Source: an optimization exercise on an open RTL-to-GDS flow (aim: small area, a short achievable clock period and few clock cycles). Production flows keep margins and buffers that such runs may drop.
Where RTL was checked, it was by simulation tests only, not by an equivalence proof against the original.

## the baseline
Design xcc_fifo128, start of the top module:
module xcc_fifo128 (
    input  wire        clk,
    input  wire        rst,
    input  wire        p_cmd_valid,
    input  wire [15:0] p_cmd,
    input  wire [31:0] p_mdata,
    output reg         p_rsp_valid,
    output reg  [15:0] p_rsp,
    input  wire        c_cmd_valid,
    input  wire [15:0] c_cmd,
    output reg         c_rsp_valid,
    output reg  [15:0] c_rsp
);
    localparam [2:0] ST_OK      = 3'd0;
    localparam [2:0] ST_FULL    = 3'd1;
    localparam [2:0] ST_EMPTY   = 3'd2;
    localparam [2:0] ST_ILLEGAL = 3'd7;
    localparam [3:0] C_RESERVED_OPCODE  = 4'd1;
    localparam [3:0] C_RESERVED_BITS    = 4'd2;
    localparam [3:0] C_ARG_RANGE        = 4'd3;
    localparam [3:0] C_NO_GRANT         = 4'd4;
    localparam [3:0] C_GRANT_OPEN       = 4'd5;
    localparam [3:0] C_GRANT_OVERRUN    = 4'd6;
    localparam [3:0] C_GRANT_INCOMPLETE = 4'd7;
    localparam [3:0] C_NO_VIEW          = 4'd8;
    localparam [3:0] C_VIEW_OPEN        = 4'd9;
    localparam [4:0] FRAME_LAST = 5'd29;
    reg  [7:0] mem [0:127];
    reg        w_en;             
    reg  [6:0] w_addr;
    reg  [7:0] w_data;
    always @(posedge clk) begin
        if (w_en)
            mem[w_addr] <= w_data;
    end
    reg  [7:0]  p_wbin;
    reg         p_gopen;
    reg  [7:0]  p_glen;
    reg  [7:0]  p_gcnt;
    reg         p_err;
    reg  [3:0]  p_ecause;
    reg  [15:0] p_ecmd;
    reg  [7:0]  p_fr;            
    reg  [7:0]  p_rel;           
    reg  [15:0] m_code;
    reg  [31:0] m_rot0, m_rot1, m_rot2;
    reg  [31:0] m_trans0, m_trans1, m_trans2;
    reg  [6:0]  m_vld;           
    reg         e_busy;
    reg  [4:0]  e_rem;           
    reg  [7:0]  c_rbin;
    reg         c_vopen;
    reg  [7:0]  c_vlen;
    reg         c_err;
    reg  [3:0]  c_ecause;
    reg  [15:0] c_ecmd;
    reg  [6:0]  r_pa;
    reg  [6:0]  r_pidx;
    reg         r_pvalid;
    reg         r_wait;          
    reg         r_ready;         
    wire       p_room    = (p_fr >= 8'd30);
    wire [7:0] p_fr_rel  = p_fr + p_rel;
    wire [7:0] p_wadd    = p_gopen ? p_glen : 8'd30;
    wire [7:0] p_wbin_add = p_wbin + p_wadd;
    wire [7:0] p_fr_sub  = p_fr_rel - p_wadd;
    wire [7:0] c_avail   = p_wbin - c_rbin;
  ...
export LEC_CHECK = 0
export CAP_MARGIN = 20
export CORE_MARGIN = 2
export CORE_UTILIZATION = 55
export CTS_BUF_LIST = sky130_fd_sc_hd__clkbuf_8
export SETUP_SLACK_MARGIN = 4.3
export SLEW_MARGIN = 20
export SYNTH_HIERARCHICAL = 1
export SYNTH_MINIMUM_KEEP_SIZE = 0
export TNS_END_PERCENT = 5
create_clock -name core_clock -period 7.0 [get_ports {clk}]
standard.sh (not shown) runs the stock make flow with config.mk's settings and CLKGATE_MAP_FILE= SYNTH_SCRIPT=/design/flow/synth_recipe.tcl, a recipe that flattens the netlist after the stock synthesis.
==> flow/flow/run.sh <==
#!/bin/bash
# The standard layout (the standard.sh, standard synthesis included),
# with the port buffers that buffer_ports inserts made buf_4 cells instead
# of the weakest buffer it picks by default. Every port still gets its own
# buffer. make's full output goes to standard_flow.log here; ORFS's own
# per-step logs are under orfs/logs.
set -euo pipefail
export BUFFER_PORTS_ARGS="-buffer_cell sky130_fd_sc_hd__buf_4"
bash standard.sh "BUFFER_PORTS_ARGS=-buffer_cell sky130_fd_sc_hd__buf_4" finish > standard_flow.log 2>&1
The baseline: full flow OK, the timing, design-rule and antenna checks passed
> inputs changed (the baseline -> the candidate)
-- flow/design.v --
<<< the baseline, line 49
    reg         e_busy;
    reg  [4:0]  e_rem;           
    reg  [7:0]  c_rbin;
    reg         c_vopen;
>>> the candidate, line 49
    reg         e_busy;
    reg  [4:0]  e_rem;           
    reg  [7:0]  e_free;          
    reg  [7:0]  c_rbin;
    reg         c_vopen;
<<< the baseline, line 67
    wire [7:0] c_avail   = p_wbin - c_rbin;
    wire [7:0] c_avail_e = c_avail + 8'd30;
    wire [7:0] e_free_now = (p_fr > 8'd98) ? 8'd128 : p_fr + 8'd30;
    reg [7:0] fb_raw;
    reg       fb_vld;
>>> the candidate, line 68
    wire [7:0] c_avail   = p_wbin - c_rbin;
    wire [7:0] c_avail_e = c_avail + 8'd30;
    reg [7:0] fb_raw;
    reg       fb_vld;
<<< the baseline, line 152
    wire p_emit  = p_take && p_ok_e;
    wire e_start = p_emit && p_room;
    wire [7:0] p_fr_next;
    xcc_fifo128_sel8 u_fsel (.s(p_cmt || e_start), .a(p_fr_sub), .b(p_fr_rel), .y(p_fr_next));
    wire e_last  = e_busy && e_rem == 5'd0;
    reg [7:0] p_status_data;
>>> the candidate, line 152
    wire p_emit  = p_take && p_ok_e;
    wire e_start = p_emit && p_room;
    wire e_last  = e_busy && e_rem == 5'd0;
    reg [7:0] p_status_data;
<<< the baseline, line 184
        end
        if (e_busy) begin
            p_rdata = e_free_now;
            p_rst   = ST_OK;
        end
>>> the candidate, line 182
        end
        if (e_busy) begin
            p_rdata = e_free;
            p_rst   = ST_OK;
        end
<<< the baseline, line 225
            p_rsp_valid <= e_busy ? e_last : (p_cmd_valid && !e_start);
            w_en        <= e_start || p_put || (e_busy && !e_last);
            p_fr        <= p_fr_next;
            if (p_take && p_illegal)
                p_err <= 1'b1;
>>> the candidate, line 223
            p_rsp_valid <= e_busy ? e_last : (p_cmd_valid && !e_start);
            w_en        <= e_start || p_put || (e_busy && !e_last);
            p_fr        <= p_fr_rel;
            if (p_take && p_illegal)
                p_err <= 1'b1;
<<< the baseline, line 244
            if (p_cmt) begin
                p_wbin  <= p_wbin_add;
            end
            if (p_emit && !p_room)
>>> the candidate, line 242
            if (p_cmt) begin
                p_wbin  <= p_wbin_add;
                p_fr    <= p_fr_sub;
            end
            if (p_emit && !p_room)
<<< the baseline, line 249
            if (e_start) begin
                p_wbin  <= p_wbin_add;
                e_busy  <= 1'b1;
                e_rem   <= FRAME_LAST;
            end
            if (e_busy) begin
>>> the candidate, line 248
            if (e_start) begin
                p_wbin  <= p_wbin_add;
                p_fr    <= p_fr_sub;
                e_busy  <= 1'b1;
                e_rem   <= FRAME_LAST;
                e_free  <= p_fr;
            end
            if (e_busy) begin
<<< the baseline, line 317
        end
    endgenerate
    wire [127:0] r_grps = {r_grp[15], r_grp[14], r_grp[13], r_grp[12],
                           r_grp[11], r_grp[10], r_grp[9],  r_grp[8],
                           r_grp[7],  r_grp[6],  r_grp[5],  r_grp[4],
                           r_grp[3],  r_grp[2],  r_grp[1],  r_grp[0]};
    wire       r_fwd   = w_en && (w_addr == r_pa);
    wire       r_hit   = r_pvalid && (c_arg[6:0] == r_pidx);
>>> the candidate, line 318
        end
    endgenerate
    wire [7:0] r_mem = r_grp[0]  | r_grp[1]  | r_grp[2]  | r_grp[3]  |
                       r_grp[4]  | r_grp[5]  | r_grp[6]  | r_grp[7]  |
                       r_grp[8]  | r_grp[9]  | r_grp[10] | r_grp[11] |
                       r_grp[12] | r_grp[13] | r_grp[14] | r_grp[15];
    wire       r_fwd   = w_en && (w_addr == r_pa);
    wire       r_hit   = r_pvalid && (c_arg[6:0] == r_pidx);
<<< the baseline, line 330
    wire c_rel  = c_take && c_ok_r;
    wire c_open = c_try && (e_start || c_avail != 8'd0);
    wire [7:0] c_tavail;
    xcc_fifo128_sel8 u_tsel (.s(e_start), .a(c_avail_e), .b(c_avail), .y(c_tavail));
    wire c_mem = (r_wait || (c_is_p && !c_illegal)) && !r_fwd;
    reg [7:0] c_rdata;
>>> the candidate, line 331
    wire c_rel  = c_take && c_ok_r;
    wire c_open = c_try && (e_start || c_avail != 8'd0);
    wire [7:0] c_tavail = e_start ? c_avail_e : c_avail;
    wire c_mem = (r_wait || (c_is_p && !c_illegal)) && !r_fwd;
    reg [7:0] c_rdata;
<<< the baseline, line 352
        end
    end
    wire [7:0] c_byte;
    xcc_fifo128_rsel u_rsel (.g(r_grps), .sel(c_mem), .alt(c_rdata), .y(c_byte));
    always @(posedge clk) begin
        c_rsp <= {c_byte, 5'b00000, c_rst};
    end
    always @(posedge clk) begin
>>> the candidate, line 352
        end
    end
    always @(posedge clk) begin
        c_rsp <= {c_mem ? r_mem : c_rdata, 5'b00000, c_rst};
    end
    always @(posedge clk) begin
<<< the baseline, line 421
               (d4 & {8{s[4]}}) | (d5 & {8{s[5]}}) | (d6 & {8{s[6]}}) | (d7 & {8{s[7]}});
endmodule
module xcc_fifo128_rsel (
    input  wire [127:0] g,
    input  wire         sel,
    input  wire [7:0]   alt,
    output wire [7:0]   y
);
    wire [7:0] o = g[7:0]     | g[15:8]    | g[23:16]   | g[31:24]   |
                   g[39:32]   | g[47:40]   | g[55:48]   | g[63:56]   |
                   g[71:64]   | g[79:72]   | g[87:80]   | g[95:88]   |
                   g[103:96]  | g[111:104] | g[119:112] | g[127:120];
    assign y = sel ? o : alt;
endmodule
module xcc_fifo128_sel8 (
    input  wire       s,
    input  wire [7:0] a,
    input  wire [7:0] b,
    output wire [7:0] y
);
    assign y = s ? a : b;
endmodule
>>> the candidate, line 419
               (d4 & {8{s[4]}}) | (d5 & {8{s[5]}}) | (d6 & {8{s[6]}}) | (d7 & {8{s[7]}});
endmodule
==> notes.md <==
The final cell utilization of the core number comes out lower for the baseline vs the candidate.
Compared with the baseline, the candidate shows a inverter count of the layout excluding clock inverters that is 12 lower.
Looking at buffers plus inverters on the worst setup path across the candidate and the baseline, the one that comes out higher is the candidate.
Cmp the candidate vs the baseline: final cycle utilization of the critical path lower in the candidate
Count of clock-buffer cells in the layout: the candidate vs the baseline up 2.3%
When the final numbers for the candidate and the baseline were put side by side, the minimum period implied by the final worst setup slack turned out to be greater in the baseline.
As of the candidate, width of the chip had fallen slightly compared to the baseline.
| total core area | higher: the baseline |
Between the candidate and the baseline, the slack of the critical path is higher for the candidate.
The candidate ended up with r_pa[5]$_DFFE_PP_ as its timing startpoint of the critical path; the baseline ended up with r_pa[0]$_DFFE_PP_.
Testbench counts of the candidate, summed over its fixed seeds: cycles 6,942.
The RTL of the baseline was laid out without a check of its function.

-- afterwards: timing with drivers on the ports --
The results above use ideal ports. As a check the final layouts listed here were re-extracted and re-timed, cells and wires unchanged. Step 1: set_driving_cell puts a clkbuf_16 on clk and a buf_2 on each other input, an assumption about the parent block. Step 2 also shifts input and output timing later by t, the mid clock arrival at the registers, as if the neighbouring blocks saw the same clock. Slacks: no drivers / after step 1 / after step 2; pairs: no drivers / after step 1.
run | t (ns) | setup slack, ns | clock arrival spread, ns | worst data-port slew with drivers (ns)
the baseline | 0.951 | 3.598 / 3.598 / 2.751 | 0.046 / 0.047 | 0.16
the candidate | 0.964 | 3.703 / 3.703 / 2.911 | 0.067 / 0.067 | 0.12
After both steps setup and hold are still met in every run listed. For the baseline, which loses most, drivers alone change the setup slack by 0.000 ns; drivers and shift together by -0.847 ns.
